This design comes from an exercise in tuning for small area on the open sky130 flow, not from production work. Where RTL was checked, it was by simulation tests only, not by an equivalence proof against the original. No functional check of the RTL was part of run 3. No activity file was given, so power comes from the tool's default toggle rates.

==> flow/design.v <==
module dmxsync (
    input  wire         clk,
    input  wire         rst,             
    input  wire [31:0]  cfg_timeout,     
    input  wire [255:0] cfg_sc_accept,   
    input  wire [31:0]  now,             
    input  wire [15:0]  p_op,            
    input  wire [15:0]  c_op,            
    output wire [7:0]   rd_value,
    output wire         rd_ok
);
    localparam [3:0] OP_BREAK = 4'h1,
                     OP_BYTE  = 4'h2,
                     OP_FAULT = 4'h3,
                     OP_TICK  = 4'h4,
                     OP_GETCH = 4'h5;
    localparam [1:0] PH_IDLE  = 2'd0,
                     PH_BREAK = 2'd1,    
                     PH_DATA  = 2'd2;
    reg [31:0]  timeout_q;
    reg [255:0] sc_accept_q;
    always @(posedge clk) begin
        if (rst) begin
            timeout_q   <= cfg_timeout;
            sc_accept_q <= cfg_sc_accept;
        end
    end
    wire [3:0]  p_opc   = p_op[15:12];
    wire [3:0]  c_opc   = c_op[15:12];
    wire [7:0]  p_byte  = p_op[7:0];
    wire [11:0] c_index = c_op[11:0];
    wire is_break = (p_opc == OP_BREAK);
    wire is_byte  = (p_opc == OP_BYTE);
    wire is_fault = (p_opc == OP_FAULT);
    wire is_tick  = (c_opc == OP_TICK);
    wire is_getch = (c_opc == OP_GETCH);
    reg [1:0]  phase;
    reg [9:0]  cursor;       
    reg        valid;
    reg [31:0] t_done;
    reg [9:0]  hw;           
    wire in_data  = (phase == PH_DATA);
    wire await_sc = (phase == PH_BREAK);
    wire sc_ok    = sc_accept_q[p_byte];
    wire byte_data = is_byte && in_data;
    wire pub_break = is_break && in_data && (cursor >= 10'd2);
    wire pub_full  = byte_data && cursor[9];         
    wire publish   = pub_break || pub_full;
    always @(posedge clk) begin
        if (rst) begin
            phase  <= PH_IDLE;
            cursor <= 10'd0;
        end else if (is_break) begin
            cursor <= 10'd0;
            phase  <= PH_BREAK;
        end else if (is_byte) begin
            if (await_sc) begin
                if (sc_ok) begin
                    cursor <= 10'd1;
                    phase  <= PH_DATA;
                end else begin
                    phase  <= PH_IDLE;
                end
            end else if (in_data) begin
                cursor <= cursor + 10'd1;
                if (cursor[9])
                    phase <= PH_IDLE;
            end
        end else if (is_fault) begin
            phase <= PH_IDLE;
        end
    end
    always @(posedge clk) begin
        if (rst)
            hw <= 10'd0;
        else if (pub_full)
            hw <= 10'd513;
        else if (pub_break && (cursor > hw))
            hw <= cursor;
    end
    wire [31:0] elapsed = now - t_done;
    wire        stale   = is_tick && (elapsed > timeout_q);
    always @(posedge clk) begin
        if (publish)
            t_done <= now;
    end
    always @(posedge clk) begin
        if (rst)
            valid <= 1'b0;
        else if (publish)
            valid <= 1'b1;
        else if (stale)
            valid <= 1'b0;
    end
    wire [3:0] ca = cursor[8:5];
    wire [4:0] cb = cursor[4:0];
    wire [15:0] wa;          
    wire [31:0] wb;          
    wire [15:0] pa_lt;       
    wire [15:0] pa_eq;       
    wire [31:0] pb_lt;       
    genvar i;
    generate
        for (i = 0; i < 16; i = i + 1) begin : g_pa
            assign wa[i]    = byte_data && !cursor[9] && (ca == i);
            assign pa_lt[i] = pub_full || (pub_break && (cursor[9] || (ca > i)));
            assign pa_eq[i] = pub_break && !cursor[9] && (ca == i);
        end
        for (i = 0; i < 32; i = i + 1) begin : g_pb
            assign wb[i]    = (cb == i);
            assign pb_lt[i] = (cb > i);
        end
    endgenerate
    wire [8*512-1:0] pf_flat;
    generate
        for (i = 0; i < 512; i = i + 1) begin : g_cell
            reg [7:0] pf_q;
            if (i == 0) begin : g_last
                always @(posedge clk) begin
                    if (pub_full)
                        pf_q <= p_byte;
                end
            end else begin : g_mid
                reg [7:0] wf_q;
                wire wr_here  = wa[i / 32] && wb[i % 32];
                wire pub_here = pa_lt[i / 32] || (pa_eq[i / 32] && pb_lt[i % 32]);
                always @(posedge clk) begin
                    if (wr_here)
                        wf_q <= p_byte;
                end
                always @(posedge clk) begin
                    if (pub_here)
                        pf_q <= wf_q;
                end
            end
            assign pf_flat[8*i +: 8] = pf_q;
        end
    endgenerate
    wire [8:0]  slot     = c_index[8:0];
    wire        slot0    = (slot == 9'd0);
    wire        in_range = (c_index[11:10] == 2'b00) && (c_index[9] == slot0);
    wire        below_hw = ({c_index[9], slot} < hw);
    assign rd_ok = !rst && is_getch && in_range && valid;
    wire   rd_en = rd_ok && below_hw;
    wire [15:0] ra;
    wire [31:0] rb;
    generate
        for (i = 0; i < 16; i = i + 1) begin : g_ra
            assign ra[i] = rd_en && (slot[8:5] == i);
        end
        for (i = 0; i < 32; i = i + 1) begin : g_rb
            assign rb[i] = (slot[4:0] == i);
        end
    endgenerate
    reg [7:0] rd_acc;
    reg [7:0] grp_acc;
    integer a, b;
    always @(*) begin
        rd_acc = 8'd0;
        for (a = 0; a < 16; a = a + 1) begin
            grp_acc = 8'd0;
            for (b = 0; b < 32; b = b + 1)
                grp_acc = grp_acc | ({8{rb[b]}} & pf_flat[8*(32*a+b) +: 8]);
            rd_acc = rd_acc | ({8{ra[a]}} & grp_acc);
        end
    end
    assign rd_value = rd_acc;
endmodule
==> flow/run.sh <==
#!/bin/bash
# synth_recipe.tcl (not shown) runs the flow's synth.tcl, then flattens the netlist and writes it again
# the make line also repeats each setting of config.mk as NAME=value (left out here)
make -C /OpenROAD-flow-scripts/flow DESIGN_CONFIG=/design/flow/config.mk WORK_HOME=/design/flow/orfs CLKGATE_MAP_FILE= SYNTH_SCRIPT=/design/flow/synth_recipe.tcl finish
==> flow/config.mk <==
export PLATFORM = sky130hd
export DESIGN_NAME = dmxsync
export DESIGN_NICKNAME = dmxsync
export VERILOG_FILES = /design/flow/design.v
export SDC_FILE = /design/flow/constraint.sdc
export NUM_CORES = 4
export LEC_CHECK = 0
export CAP_MARGIN = 20
export CORE_MARGIN = 2
export CORE_UTILIZATION = 30
export PLACE_DENSITY = 0.4
export SLEW_MARGIN = 20
==> flow/constraint.sdc <==
create_clock -name core_clock -period 12.0 [get_ports {clk}]
set_input_delay 2.4000 -clock core_clock [delete_from_list [all_inputs] [get_ports {clk}]]
set_output_delay 2.4000 -clock core_clock [all_outputs]
set_load 0.01 [all_outputs]
==> notes.md, run 1 <==
----------------------------------------------------
[Outcome]
  Outcome ... complete, no violations

[Critical path]
  Register-to-Register Path Depth ... 11
  Top fanout value on the critical path ... 9
  Required time reported for the critical path endpoint ... around 9.6 ns
  FF-to-FF End ... g_cell[156].pf_q[3]$_DFFE_PP_
  Sort of element at the end of the critical path ... primary output
  CP Launch Type ... primary input
  Cell Chain, Critical Path ... clkdlybuf4s50_1 -> buf_4 -> or2_2 -> nor3_1 -> xor2_1 -> nor2_1 -> nand3b_1 -> a2111oi_2 -> and3_1 -> o21ai_0 -> and4_1 -> nand4_1 -> buf_4 -> clkdlybuf4s50_1
  Startpoint-to-endpoint class of the critical path ... in -> out
  Slack of the worst reg-to-reg path ... 6.77 ns
  Arrival time of the worst setup path ... approximately 9.4 ns
  Highest cell delay on the worst timing path ... between 0.9 and 1 ns
  Startpoint of the most critical register-to-register path ... cursor[8]$_SDFFE_PP0P_
  Slowest cell on the critical path ... clkdlybuf4s50_1

[Final layout]
  Most common library cell in the layout ignoring fill and taps ... edfxtp_1
  Commonest non-fill, non-tap cells in the layout ... edfxtp_1, buf_4, clkbuf_16
  Number of fillers in the final layout ... ~90000
  Ratio of cells with drive above 1 in the final layout ... 16.41%
  Sequential cell area ... about 0.26 mm2
  Final core utilization ... 35.90%
  Final #Nets ... 15820
  Area Overhead vs Synth ... 19.44%
  Area occupied by multi-input gates ... 0.03278 mm2

[Clock network]
  Number of clock sinks ... 8527
  Buffer levels on the longest clock path ... 5
  Post-cts resize count ... 0
  Num CTS Buffers ... 923
  Register clock-pin slew on the reported worst setup and hold paths ... 0.06 ns
  Clk latency of the worst-skew pair ... 1.17 ns
  Quantity of hold-fixing buffers added after cts ... 0
  Htree depth ... 6
  CTS tree ... yes
  Buffer count from post-CTS setup fixing ... 0
  Library cell used as clock root buffer ... clkbuf_16

[Power]
  Comb pwr share ... 2.4%
  Share of total power consumed by net switching ... 21.13%
  Reg power frac ... 53.3%
  VDD IR-drop max ... 0.1378 mV
  LEAKAGE ... 107.6 nW
  Net Switching ... 12.94 mW
  Proportion of power drawn by the clock network ... 44.4%
  Total power per unit cell area ... 176.7 mW/mm2
  Int Power ... 48.30 mW

[Global route]
  Global-route wire length before repair ... about 1500 mm
  Number of global-route vias before repair ... 148000
  Pin count of the biggest net entering global routing ... 142
  Tot GR Track Use ... 23.99%
  Remaining global-route overflow ... 0
  Antenna violations before repair ... 219

[Yosys]
  Syn Std Cell Area ... 0.2901 mm2
  Prevailing post-synth register cell ... edfxtp_1
  Number of storage elements in the synthesis netlist ... 8527
  Number of enable-type register cells in the synthesized netlist ... between 8000 and 9000
  Area leader, netlist ... edfxtp_1
  Adder and majority gate portion of the synthesized area ... 0.3950%
  Gate Count Post-Synth ... 13700
  Area contributors post-synth ... edfxtp_1, a221oi_1, a22o_1, a22oi_1, o21ai_0
  Total of warnings raised by yosys ... 1
  Mapped Nets ... 14150
  Post-Synth XOR/XNOR Area ... 0.09962%
  Post-synthesis simple-gate area fraction ... 2.189%
  Synth Area per Inst ... around 21 um2
  Cell variety after synth ... 63
  Share of synthesized area spent on multiplexers ... 0.6775%
  Largest family of logic cells by synthesized area ... compound AO/OA/AOI/OAI gates
  Portion of the post-synthesis area used by sequential elements ... 88.17%
  Proportion of synthesized flip-flops having asynchronous set or reset ... 0%
  Fraction of post-synthesis cell area in the top cell type by area ... 88.01%
  Compound-Gate Fraction of Synth Area ... between 7 and 8%

[STA]
  Maximum achievable frequency ... 84.70 MHz
  Worst clock skew ... 0.1001 ns
  Final max-slew violation count ... 0
  Unrepaired setup endpoints after global routing ... false
  Min Clock Period, post-route ... 11.81 ns
  Final cycle utilization of the critical path ... 98.39%
  Final setup TNS ... 0 ns
  Slew HR ... 13.11%
  Final count of negative-setup-slack endpoints ... 0
  Actual slew at the worst max-slew pin ... 1.303 ns
  Endpoints failing hold ... 0

[Job]
  Total of max-cap violations ... 0

[Floorplanning]
  Number of placement rows ... 361
  DIE HEIGHT ... 987.4 um
  Initial standard-cell utilization of the core ... 30.06%
  Full die area ... around 1 mm2
  Core region area ... 0.9652 mm2
  Horizontal extent of the die ... 987.4 um
  I/O Pins ... about 360

[Route]
  Number of remaining DRC errors ... 0
  DRT Pass-1 Iters ... 6
  Average wire per standard cell ... a little over 40 um
  Number of vias after detailed routing ... ~160k
  Avg Vias per Cell ... 5.423
  Final antenna-violating net count ... 0
  Number of DRC markers in iteration 0 ... 27230
  Final wirelength ... 1206 mm

[Worst hold path]
  Class of the tightest hold or removal check ... reg -> reg
  Worst hold path stage count ... 0
  End point of the most critical hold path ... g_cell[309].pf_q[7]$_DFFE_PP_
  Startpoint of the most critical hold path ... g_cell[309].g_mid.wf_q[7]$_DFFE_PP_

[Place]
  Number of I/O port buffers ... 358
  Final weighted congestion in routability-driven placement ... 0.8761
  Half-perimeter wire length after placement ... 784.9 mm

----------------------------------------------------
==> power by group through the flow <==
stage / clock [mW] / combinational, mW / sequential (mW)
after CTS: 27.6 / 1.46 / 32.6
after detailed placement: 0 / 1.46 / 33.3
final: 27.2 / 1.46 / 32.6
after global placement: 0 / 1.47 / 33.2
after floorplan: 0 / 0.379 / 33.2
after global routing: 28.7 / 1.49 / 32.6
==> layout make-up <==
class / instances / share of cell area [%]
inverters: 94 / 0.1033
flip-flops and latches: 8527 / 73.82
clock inverters: 474 / 1.081
diodes: 223 / 0.1610
well taps: 12890 / 4.653
clock buffers: 1148 / 6.964
repair buffers: 1457 / 3.755
multi-input cells: 4373 / 9.460
==> registers in the layout (all words and copies together), names as in the netlist <==
| register | count |
|---|---|
| cursor | 10 |
| g_cell.g_mid.wf_q | 4088 |
| g_cell.pf_q | 4096 |
| hw | 10 |
| phase | 2 |
| sc_accept_q | 256 |
| t_done | 32 |
| timeout_q | 32 |
| valid | 1 |
==> cells in the mapped netlist, drive strengths merged, types with 61 or more instances <==
| master | number |
|---|---|
| a21oi | 61 |
| a221oi | 754 |
| a22o | 748 |
| a22oi | 528 |
| buf | 162 |
| clkbuf | 546 |
| edfxtp | 8504 |
| ha | 90 |
| inv | 94 |
| mux4 | 79 |
| nand2 | 103 |
| nand3 | 102 |
| nand4 | 312 |
| nor2 | 621 |
| o21ai | 606 |
==> worst max-delay path: cells and delay by family <==
family,cells,cell delay [ns]
buf+inv,4,2.11
simple gates,7,3.34
xor+xnor,1,0.10
compound gates,2,1.32
==> kinds of logic after synthesis <==
logic type / count (synthesis)
mux: 97
buf+inv: 802
xor+xnor: 33
fa+ha+maj: 91
flops: 8527
compound gates: 2831
simple gates: 1321
==> through the flow <==
stage	setup slack, ns	instance area [um2]	std cells	hold slack, ns	total power [mW]
5_1_grt	0.2845	346100	29020	0.3357	62.78
4_1_cts	0.3420	345900	28950	0.3180	61.69
3_3_place_gp	0.2130	317700	27310	0.4002	34.71
2_1_floorplan	4.451	290100	13700	0.4003	33.62
3_5_place_dp	0.3595	318000	27330	0.4045	34.71
6_report	0.1936	346500	29180	0.3168	61.23
==> per-layer routing <==
layer / track usage (%) / wire [um]
met3: 4.550 / 107500
met5: 0 / 378
met2: 37.05 / 552900
met4: 8.705 / 41420
met1: 33.89 / 504400
==> worst max path at each step <==
stage                  from          end  slack, ns  cells past startpoint
detailed placement  c_op[1]  rd_value[6]       0.36                     14
finish              c_op[1]  rd_value[6]       0.19                     14
global route        c_op[4]  rd_value[6]       0.28                     15
floorplan           c_op[0]  rd_value[3]       4.45                     12
CTS                 c_op[1]  rd_value[6]       0.34                     14
global placement    c_op[1]  rd_value[6]       0.21                     14
==> inputs of run 2 (changes only) <==
==> flow/flow/run.sh (new file) <==
#!/bin/bash
# Standard ORFS layout, with a lighter clock tree (smaller clock buffers, no
# dummy loads) and the smallest buffer on the ports. Each step's full output
# goes to its own log under orfs/logs; make's own output to make_*.log here.
set -euo pipefail
export CTS_ARGS="-sink_clustering_enable -repair_clock_nets -dont_use_dummy_load -buf_list {sky130_fd_sc_hd__clkbuf_8} -sink_clustering_size 14 -sink_clustering_max_diameter 50"
export BUFFER_PORTS_ARGS="-buffer_cell sky130_fd_sc_hd__buf_1"
bash standard.sh synth > make_synth.log 2>&1
bash standard.sh finish > make_finish.log 2>&1
==> flow/standard.sh (new file) <==
#!/bin/bash
# synth_recipe.tcl (not shown) runs the flow's synth.tcl, then flattens the netlist and writes it again
# the make line also repeats each setting of config.mk as NAME=value (left out here)
make -C /OpenROAD-flow-scripts/flow DESIGN_CONFIG=/design/flow/config.mk WORK_HOME=/design/flow/orfs CLKGATE_MAP_FILE= SYNTH_SCRIPT=/design/flow/synth_recipe.tcl "${@:-finish}"
--- a/flow/config.mk
+++ b/flow/config.mk
@@ -9,4 +9,4 @@
 export CORE_MARGIN = 2
-export CORE_UTILIZATION = 30
-export PLACE_DENSITY = 0.4
+export CORE_UTILIZATION = 40
+export PLACE_DENSITY = 0.5
 export SLEW_MARGIN = 20
removed: flow/run.sh
==> run 2 against run 1 <==
Effect of this change: still clean on timing, DRC and antenna; hold slack improved by 0.020 ns; synthesized cell count unchanged; register-to-register slack got worse by 0.19 ns; critical path depth decreased by 1; final area decreased by 7.2%; sequential share of layout area increased by 5.7 points; core utilization increased by 8.6 points; routed wire length decreased by 10%; largest cell class unchanged.
==> notes.md, run 2 <==
----------------------------------------------------
[Global route]
  Remaining global-route overflow ... 0 (unchanged)
  Tot GR Track Use ... 28.63% (+4.6 points)
  Number of global-route vias before repair ... 143900 (-2.8%)
  Global-route wire length before repair ... 1397 mm (-9.3%)
  Antenna violations before repair ... 177 (-19%)
  Pin count of the biggest net entering global routing ... 97 (-32%)

[STA]
  WHS ... 0.3370 ns (+0.02023 ns)
  Final count of negative-setup-slack endpoints ... 0 (unchanged)
  Worst clock skew ... 0.1873 ns (+0.08721 ns)
  Final cycle utilization of the critical path ... 96.88% (-1.5 points)
  Unrepaired setup endpoints after global routing ... false
  Slew HR ... 11.75% (-1.4 points)
  Actual slew at the worst max-slew pin ... 1.310 ns (+0.006588 ns)
  Final setup TNS ... 0 ns (unchanged)
  Endpoints failing hold ... 0 (unchanged)
  Maximum achievable frequency ... 86.01 MHz (+1.6%)
  Min Clock Period, post-route ... 11.63 ns (-0.1805 ns)
  Final max-slew violation count ... 0 (unchanged)

[Critical path]
  Top fanout value on the critical path ... 27 (+18)
  Required time reported for the critical path endpoint ... 9.60 ns (about the same)
  CP Launch Type ... primary input
  Startpoint-to-endpoint class of the critical path ... in -> out
  Arrival time of the worst setup path ... 9.23 ns (-0.18 ns)
  Slack of the worst reg-to-reg path ... 6.58 ns (-0.19 ns)
  Sort of element at the end of the critical path ... primary output

[Clock network]
  Num CTS Buffers ... 764 (-17%)
  Library cell used as clock root buffer ... clkbuf_8
  CTS tree ... yes
  Buffer levels on the longest clock path ... 4 (-1)
  Clk latency of the worst-skew pair ... 1.49 ns (+0.32 ns)
  Quantity of hold-fixing buffers added after cts ... 0 (unchanged)
  Buffer count from post-CTS setup fixing ... 0 (unchanged)
  Number of clock sinks ... 8527 (unchanged)
  Post-cts resize count ... 0 (unchanged)
  Register clock-pin slew on the reported worst setup and hold paths ... 0.09 ns (+0.03 ns)
  Htree depth ... 6 (unchanged)

[Floorplanning]
  Full die area ... 0.7322 mm2 (-25%)
  I/O Pins ... 363 (unchanged)
  Core region area ... 0.7222 mm2 (-25%)
  DIE HEIGHT ... 855.7 um (-13%)
  Initial standard-cell utilization of the core ... 40.18% (+10 points)
  Number of placement rows ... 312 (-14%)
  Horizontal extent of the die ... 855.7 um (-13%)

[Yosys]
  Cell variety after synth ... 63 (unchanged)
  Gate Count Post-Synth ... 13700 (unchanged)
  Portion of the post-synthesis area used by sequential elements ... 88.17% (unchanged)
  Number of enable-type register cells in the synthesized netlist ... 8504 (unchanged)
  Fraction of post-synthesis cell area in the top cell type by area ... 88.01% (unchanged)
  Mapped Nets ... 14150 (unchanged)
  Synth top cells by count ... edfxtp_1, a221oi_1, a22o_1, nor2_1, o21ai_0
  Syn Std Cell Area ... 0.2901 mm2 (unchanged)
  Area leader, netlist ... edfxtp_1
  Number of storage elements in the synthesis netlist ... 8527 (unchanged)
  Synth Area per Inst ... 21.18 um2 (unchanged)
  Total of warnings raised by yosys ... 1 (unchanged)
  Proportion of synthesized flip-flops having asynchronous set or reset ... 0% (unchanged)
  Area contributors post-synth ... edfxtp_1, a221oi_1, a22o_1, a22oi_1, o21ai_0
  Most numerous cell in the Yosys netlist ... edfxtp_1
  Prevailing post-synth register cell ... edfxtp_1

[Power]
  Comb pwr share ... 2.6% (+0.2 points)
  Total power per unit cell area ... 151.7 mW/mm2 (-14%)
  Net Switching ... 10.28 mW (-20%)
  Reg power frac ... 66.8% (+14 points)
  LEAKAGE ... 97.90 nW (-9.0%)
  Proportion of power drawn by the clock network ... 30.6% (-14 points)
  VDD IR-drop max ... 0.1480 mV (+7.4%)
  Int Power ... 38.50 mW (-20%)
  Share of total power consumed by net switching ... 21.08% (-0.045 points)

[Final layout]
  Commonest non-fill, non-tap cells in the layout ... edfxtp_1, buf_4, clkbuf_8
  Final #Nets ... 15540 (-1.8%)
  Flip-flop count of the largest register, all copies and words added ... 4096 (unchanged)
  Ratio of cells with drive above 1 in the final layout ... 13.59% (-2.8 points)
  Final core utilization ... 44.54% (+8.6 points)
  Registers with the most flip-flops ... g_cell.pf_q x4096, g_cell.g_mid.wf_q x4088, sc_accept_q x256
  Register name with the most flops ... g_cell.pf_q
  Area Overhead vs Synth ... 10.85%
  Most common library cell in the layout ignoring fill and taps ... edfxtp_1
  Final std cells w/o fill ... 24950 (-15%)

[Route]
  Number of remaining DRC errors ... 0 (unchanged)
  Average wire per standard cell ... 43.46 um (+5.1%)
  Number of DRC markers in iteration 0 ... 29700 (+9.1%)
  DRT Pass-1 Iters ... 8 (+2)
  Avg Vias per Cell ... 6.279 (+16%)
  Number of vias after detailed routing ... 156600 (-1.0%)
  Final wirelength ... 1084 mm (-10%)
  Final antenna-violating net count ... 0 (unchanged)

[Outcome]
  Outcome ... complete, no violations

[Job]
  Total of max-cap violations ... 0 (unchanged)

[Place]
  Number of I/O port buffers ... 358 (unchanged)
  Half-perimeter wire length after placement ... 694.4 mm (-12%)
  Number of placed cells counting well taps ... 23900 (-13%)
  Final weighted congestion in routability-driven placement ... 0.9025 (+3.0%)

[Worst hold path]
  Class of the tightest hold or removal check ... reg -> reg

----------------------------------------------------
## run 2: cell counts after synthesis
No cell type changed its count.
## run 2: final cells by class
type,count,area (um2)
antenna,280,700.7
clock buffer,764,10520
fill,61860,400600
inverter,94,357.8
multi-input combinational,4373,32570
sequential,8527,255800
tap,9577,11980
timing repair buffer,1330,9686
## run 2: critical path, cell delays in order
cell and delay (ns):
buf_1 0.53, buf_4 0.39, nand2b_1 0.86, nor2_4 0.14, buf_4 0.34, buf_4 0.42, a22oi_1 0.26, nand4_1 0.25
nor4_2 1.12, o22ai_1 0.61, a221oi_1 0.82, nand4_1 0.65, buf_1 0.29
## run 2: cells by family (layout without fill, tap and decap cells)
family                   count (synthesis)  count (layout)  share of synthesized area, %
flip-flops                            8527            8527                         88.17
AO/OA/AOI/OAI                         2831            2831                         7.415
AND/OR/NAND/NOR                       1321            1321                         2.189
buffers and inverters                  802            2188                         1.052
multiplexers                            97              97                        0.6775
adder cells (fa/ha/maj)                 91              91                        0.3950
XOR/XNOR                                33              33                       0.09962
other                                    0             280                             0
## run 2: stage by stage
step,worst slack [ns],total power [mW],area (um2)
2_1_floorplan,4.451,33.62,290100
3_3_place_gp,0.8813,34.52,310100
3_5_place_dp,0.8390,34.53,310300
4_1_cts,0.8265,48.96,320800
5_1_grt,0.8232,50.02,321100
6_report,0.3741,48.78,321600
## run 2: per-layer routing
metal,GRT usage [%],up-vias,routed length (um)
li1,-,59250,-
met1,39.84,82950,412200
met2,43.20,12430,489000
met3,7.138,1940,136200
met4,12.18,52,46290
met5,0,-,378
## run 2: power by group through the flow
stage / sequential (mW) / combinational (mW) / clock [mW]
global placement: 33.2 / 1.27 / 0
finish: 32.6 / 1.29 / 14.9
detailed placement: 33.3 / 1.27 / 0
CTS: 32.6 / 1.28 / 15.1
global route: 32.6 / 1.32 / 16.1
floorplan: 33.2 / 0.379 / 0
## run 2: worst paths after layout
| path | cells past startpoint | endpoint | start |
|---|---|---|---|
| setup / recovery | 13 | rd_value[2] | c_op[1] |
| hold / removal | 0 | g_cell[444].pf_q[1]$_DFFE_PP_ | g_cell[444].g_mid.wf_q[1]$_DFFE_PP_ |
| setup reg to reg | 8 | g_cell[297].pf_q[0]$_DFFE_PP_ | cursor[1]$_SDFFE_PP0P_ |
| hold reg to reg | 0 | g_cell[444].pf_q[1]$_DFFE_PP_ | g_cell[444].g_mid.wf_q[1]$_DFFE_PP_ |
==> inputs of run 3 (changes only) <==
==> flow/design.v (replaced) <==
module dmxsync (
    input  wire         clk,
    input  wire         rst,             
    input  wire [31:0]  cfg_timeout,     
    input  wire [255:0] cfg_sc_accept,   
    input  wire [31:0]  now,             
    input  wire [15:0]  p_op,            
    input  wire [15:0]  c_op,            
    output wire [7:0]   rd_value,
    output wire         rd_ok
);
    localparam [3:0] OP_BREAK = 4'h1,
                     OP_BYTE  = 4'h2,
                     OP_FAULT = 4'h3,
                     OP_TICK  = 4'h4,
                     OP_GETCH = 4'h5;
    localparam [2:0] PH_IDLE  = 3'd0,
                     PH_BREAK = 3'd1,    
                     PH_MAB   = 3'd2,    
                     PH_SC    = 3'd3,    
                     PH_DATA  = 3'd4;
    localparam CELLS = 513;              
    reg [31:0]  timeout_q;
    reg [255:0] sc_accept_q;
    always @(posedge clk) begin
        if (rst) begin
            timeout_q   <= cfg_timeout;
            sc_accept_q <= cfg_sc_accept;
        end
    end
    wire [3:0] p_opc = p_op[15:12];
    wire [3:0] c_opc = c_op[15:12];
    wire [7:0] p_byte = p_op[7:0];
    wire [11:0] c_index = c_op[11:0];
    wire is_break = (p_opc == OP_BREAK);
    wire is_byte  = (p_opc == OP_BYTE);
    wire is_fault = (p_opc == OP_FAULT);
    wire is_tick  = (c_opc == OP_TICK);
    wire is_getch = (c_opc == OP_GETCH);
    reg [2:0]  phase;
    reg [9:0]  cursor;
    reg        valid;
    reg [31:0] t_break;
    reg [31:0] t_done;
    wire in_data   = (phase == PH_DATA);
    wire await_sc  = (phase == PH_BREAK) || (phase == PH_MAB) || (phase == PH_SC);
    wire sc_ok     = sc_accept_q[p_byte];
    wire        wf_we   = is_byte && ((await_sc && sc_ok) || in_data);
    wire [9:0]  wf_addr = in_data ? cursor : 10'd0;
    wire [9:0]  cursor_inc  = cursor + 10'd1;
    wire        pub_break   = is_break && in_data && (cursor >= 10'd2);
    wire        pub_full    = is_byte && in_data && (cursor_inc == 10'd513);
    wire        publish     = pub_break || pub_full;
    wire [9:0]  pub_count   = pub_full ? cursor_inc : cursor;
    always @(posedge clk) begin
        if (rst) begin
            phase   <= PH_IDLE;
            cursor  <= 10'd0;
            t_break <= 32'd0;
        end else if (is_break) begin
            t_break <= now;
            cursor  <= 10'd0;
            phase   <= PH_BREAK;
        end else if (is_byte) begin
            if (await_sc) begin
                if (sc_ok) begin
                    cursor <= 10'd1;
                    phase  <= PH_DATA;
                end else begin
                    phase  <= PH_IDLE;
                end
            end else if (in_data) begin
                cursor <= cursor_inc;
                if (cursor_inc == 10'd513)
                    phase <= PH_IDLE;
            end
        end else if (is_fault) begin
            phase <= PH_IDLE;
        end
    end
    wire [31:0] elapsed = now - t_done;
    wire        stale   = is_tick && (elapsed > timeout_q);
    always @(posedge clk) begin
        if (rst) begin
            valid  <= 1'b0;
            t_done <= 32'd0;
        end else begin
            if (publish) begin
                valid  <= 1'b1;
                t_done <= now;
            end else if (stale) begin
                valid  <= 1'b0;
            end
        end
    end
    wire [8*CELLS-1:0] pf_flat;
    genvar i;
    generate
        for (i = 0; i < CELLS; i = i + 1) begin : g_cell
            reg [7:0] wf_q;
            reg [7:0] pf_q;
            wire wr_here  = wf_we && (wf_addr == i);
            wire pub_here = publish && (i < pub_count);
            always @(posedge clk) begin
                if (!rst && wr_here)
                    wf_q <= p_byte;
            end
            always @(posedge clk) begin
                if (rst)
                    pf_q <= 8'd0;
                else if (pub_here)
                    pf_q <= wr_here ? p_byte : wf_q;
            end
            assign pf_flat[8*i +: 8] = pf_q;
        end
    endgenerate
    wire in_range = (c_index >= 12'd1) && (c_index <= 12'd512);
    assign rd_ok    = !rst && is_getch && in_range && valid;
    assign rd_value = rd_ok ? pf_flat[8*c_index[9:0] +: 8] : 8'd0;
endmodule
==> flow/run.sh (new file) <==
#!/bin/bash
# synth_recipe.tcl (not shown) runs the flow's synth.tcl, then flattens the netlist and writes it again
# the make line also repeats each setting of config.mk as NAME=value (left out here)
make -C /OpenROAD-flow-scripts/flow DESIGN_CONFIG=/design/flow/config.mk WORK_HOME=/design/flow/orfs CLKGATE_MAP_FILE= SYNTH_SCRIPT=/design/flow/synth_recipe.tcl finish
--- a/flow/config.mk
+++ b/flow/config.mk
@@ -9,4 +9,4 @@
 export CORE_MARGIN = 2
-export CORE_UTILIZATION = 40
-export PLACE_DENSITY = 0.5
+export CORE_UTILIZATION = 30
+export PLACE_DENSITY = 0.4
 export SLEW_MARGIN = 20
removed: flow/flow/run.sh
removed: flow/standard.sh
==> run 3 against run 2 <==
Effect of this change: final area rose by 18%; hold slack improved by 0.073 ns; sequential power fell by 6%; register-to-register slack got worse by 1.4 ns; fmax rose by 7.7%; final cell count rose by 62%; clock skew fell by 0.064 ns; total power rose by 27%; still clean; routed wire length rose by 21%; core utilization fell by 9.2 points.
==> notes.md, run 3 <==
----------------------------------------------------
[Critical path]
  Sort of element at the end of the critical path ... primary output
  Required time reported for the critical path endpoint ... 9.60 ns (about the same)
  Top fanout value on the critical path ... 43 (+59%)
  Startpoint-to-endpoint class of the critical path ... in -> out
  Arrival time of the worst setup path ... 8.40 ns (-0.83 ns)
  CP Launch Type ... primary input

[Yosys]
  Total of warnings raised by yosys ... 1 (unchanged)
  Area contributors post-synth ... edfxtp_1, dfxtp_1, mux4_2, mux2i_1, nor2_1
  Number of enable-type register cells in the synthesized netlist ... 4392 (-48%)
  Number of storage elements in the synthesis netlist ... 8541 (+0.16%)
  Portion of the post-synthesis area used by sequential elements ... 66.34% (-22 points)
  Cell variety after synth ... 104 (+65%)
  Gate Count Post-Synth ... 24460 (+79%)
  Synth Area per Inst ... 13.25 um2 (-37%)
  Fraction of post-synthesis cell area in the top cell type by area ... 40.70% (-47 points)
  Most numerous cell in the Yosys netlist ... edfxtp_1
  Syn Std Cell Area ... 0.3240 mm2 (+12%)
  Mapped Nets ... 24890 (+76%)
  Synth top cells by count ... edfxtp_1, dfxtp_1, nor2_1, nand2_1, a21oi_1
  Area leader, netlist ... edfxtp_1
  Proportion of synthesized flip-flops having asynchronous set or reset ... 0% (unchanged)
  Prevailing post-synth register cell ... edfxtp_1

[STA]
  Unrepaired setup endpoints after global routing ... false
  Final count of negative-setup-slack endpoints ... 0 (unchanged)
  WHS ... 0.4097 ns (+0.07269 ns)
  Maximum achievable frequency ... 92.60 MHz (+7.7%)
  Endpoints failing hold ... 0 (unchanged)
  Final setup TNS ... 0 ns (unchanged)
  Final max-slew violation count ... 0 (unchanged)
  Slew HR ... 8.223% (-3.5 points)
  Min Clock Period, post-route ... 10.80 ns (-0.8272 ns)
  Final worst slack ... 1.201 ns (+0.8272 ns)
  Actual slew at the worst max-slew pin ... 1.377 ns (+0.06676 ns)
  Final cycle utilization of the critical path ... 89.99% (-6.9 points)
  Worst clock skew ... 0.1236 ns (-0.06368 ns)

[Global route]
  Number of global-route vias before repair ... 206700 (+44%)
  Antenna violations before repair ... 190 (+7.3%)
  Tot GR Track Use ... 23.41% (-5.2 points)
  Global-route wire length before repair ... 1780 mm (+27%)
  Pin count of the biggest net entering global routing ... 176 (+81%)
  Remaining global-route overflow ... 0 (unchanged)

[Power]
  LEAKAGE ... 126.5 nW (+29%)
  Total power per unit cell area ... 162.8 mW/mm2 (+7.3%)
  VDD IR-drop max ... 0.1415 mV (-4.4%)

[Floorplanning]
  DIE HEIGHT ... 1.043 mm (+22%)
  Initial standard-cell utilization of the core ... 30.10% (-10 points)
  I/O Pins ... 363 (unchanged)
  Core region area ... 1.076 mm2 (+49%)
  Number of placement rows ... 381 (+22%)
  Horizontal extent of the die ... 1.043 mm (+22%)
  Full die area ... 1.088 mm2 (+49%)

[Final layout]
  Post-route cell area ... 0.3799 mm2 (+18%)
  Final #Nets ... 25600 (+65%)
  Ratio of cells with drive above 1 in the final layout ... 15.63% (+2.0 points)
  Commonest non-fill, non-tap cells in the layout ... edfxtp_1, dfxtp_1, nor2_1
  Area Overhead vs Synth ... 17.25%
  Registers with the most flip-flops ... g_cell.pf_q x4104, g_cell.wf_q x4104, sc_accept_q x256
  Final core utilization ... 35.29% (-9.2 points)
  Most common library cell in the layout ignoring fill and taps ... edfxtp_1

[Clock network]
  Register clock-pin slew on the reported worst setup and hold paths ... 0.06 ns (-0.03 ns)
  Buffer count from post-CTS setup fixing ... 0 (unchanged)
  Buffer levels on the longest clock path ... 5 (+1)
  Clk latency of the worst-skew pair ... 1.21 ns (-0.28 ns)
  Post-cts resize count ... 0 (unchanged)
  Library cell used as clock root buffer ... clkbuf_16
  CTS tree ... yes
  Number of clock sinks ... 8541 (+0.16%)
  Quantity of hold-fixing buffers added after cts ... 0 (unchanged)
  Htree depth ... 6 (unchanged)
  Num CTS Buffers ... 941 (+23%)

[Route]
  Final antenna-violating net count ... 0 (unchanged)
  Average wire per standard cell ... 32.51 um (-25%)
  DRT Pass-1 Iters ... 8 (unchanged)
  Number of vias after detailed routing ... 211700 (+35%)
  Number of remaining DRC errors ... 0 (unchanged)
  Final wirelength ... 1316 mm (+21%)
  Avg Vias per Cell ... 5.230 (-17%)
  Number of DRC markers in iteration 0 ... 23170 (-22%)

[Worst hold path]
  Class of the tightest hold or removal check ... reg -> reg

[Place]
  Setup slack at placement ... 1.220 ns (+0.3811 ns)
  Number of I/O port buffers ... 358 (unchanged)
  Half-perimeter wire length after placement ... 873.0 mm (+26%)
  Final weighted congestion in routability-driven placement ... 0.8995 (-0.33%)
  Placed Instance Area ... 0.3483 mm2 (+12%)

[Job]
  Total of max-cap violations ... 0 (unchanged)

[Outcome]
  Outcome ... complete, no violations

----------------------------------------------------
[run 3: cell types whose count changed after synthesis, moves of 1545 or more]
cell,change
a21oi_1,+2040
dfxtp_1,+4126
edfxtp_1,-4112
mux2i_1,+1720
nand2_1,+2485
nand3_1,+1545
nor2_1,+2272
[run 3: critical path, stage by stage]
cell and delay (ns):
buf_16 0.33, buf_12 0.38, mux4_2 0.63, mux4_2 0.57
mux2i_1 0.62, o221ai_1 0.81, o221ai_1 0.77, o221ai_1 0.51
buf_4 0.33, clkdlybuf4s50_1 0.48
[run 3: where the power goes]
group | internal [mW] | switching [mW] | total, mW
clock | 16.8 | 12.6 | 29.4
sequential | 30.7 | 0.0219 | 30.8
combinational | 0.466 | 1.23 | 1.69
total | 48.0 | 13.8 | 61.9
[run 3: worst paths after layout]
| kind | start | to | slack [ns] | cells past startpoint |
|---|---|---|---|---|
| max reg2reg | cursor[1]$_SDFFE_PP0P_ | g_cell[196].pf_q[6]$_SDFFE_PP0P_ | 5.18 | 13 |
| min | g_cell[138].wf_q[7]$_DFFE_PP_ | g_cell[138].pf_q[7]$_SDFFE_PP0P_ | 0.41 | 2 |
| min reg2reg | g_cell[138].wf_q[7]$_DFFE_PP_ | g_cell[138].pf_q[7]$_SDFFE_PP0P_ | 0.41 | 2 |
| max | c_op[0] | rd_value[7] | 1.20 | 10 |
[run 3: logic make-up (layout without fill, tap and decap cells)]
family,count (synthesis),after routing,synth area share (%)
mux,3126,3126,15.01
simple gates,8046,8046,10.46
fa+ha+maj,69,69,0.2688
buf+inv,1391,2951,1.721
xor+xnor,32,32,0.08650
other cells,0,99,0
compound gates,3257,3257,6.111
flops,8541,8541,66.34
[run 3: routing by layer]
layer	GRT usage, %	vias to the layer above	wire, um
met3	4.090	1931	91770
li1	-	92410	-
met2	36.79	7963	593900
met4	8.873	72	56090
met1	32.34	109400	573900
met5	0.07407	-	487
[run 3: stage by stage]
step	std cells	power, mW
after global placement	38590	33.11
after global routing	40410	63.62
after floorplan	24460	32.11
after CTS	40380	62.45
after detailed placement	38590	33.12
final	40480	61.85
[run 3: layout make-up]
type	instances	area (um2)
Timing Repair Buffer	1070	9757
Clock buffer	1440	27490
Tap cell	14360	17970
Clock inverter	350	3764
Antenna cell	99	247.7
Fill cell	104700	696500
Multi-Input combinational cell	14530	105400
Sequential cell	8541	214900
Inverter	91	346.6

-- afterwards: timing with drivers on the ports --
In the flow no input, the clock included, has a driving cell. The finished layouts below were timed again as built, in two steps. Step 1 (the two cells are an assumption about what drives the block):
set clk [get_ports {clk}]
set_driving_cell -lib_cell sky130_fd_sc_hd__clkbuf_16 $clk
set_driving_cell -lib_cell sky130_fd_sc_hd__buf_2 [delete_from_list [all_inputs] $clk]
Step 2 times the ports against the registers' clock, not the clock port: input delays grow and output delays shrink by t, the midpoint of the rising clock arrivals with the driver on. Slacks: ideal ports / drivers / drivers and shift; pairs: ideal ports / drivers.
| run | t, ns | setup slack, ns | hold WS [ns] | latest minus earliest clock arrival (ns) |
|---|---|---|---|---|
| run 1 | 1.277 | 0.194 / 0.168 / 0.168 | 0.317 / 0.317 / 0.317 | 0.152 / 0.152 |
| run 2 | 1.535 | 0.374 / 0.349 / 0.349 | 0.337 / 0.337 / 0.337 | 0.213 / 0.213 |
| run 3 | 1.331 | 1.201 / 1.109 / 1.109 | 0.410 / 0.410 / 0.410 | 0.162 / 0.162 |
After both steps every run listed still meets setup and hold. For run 3, which loses most, drivers alone change the setup slack by -0.092 ns; drivers and shift together by -0.092 ns.
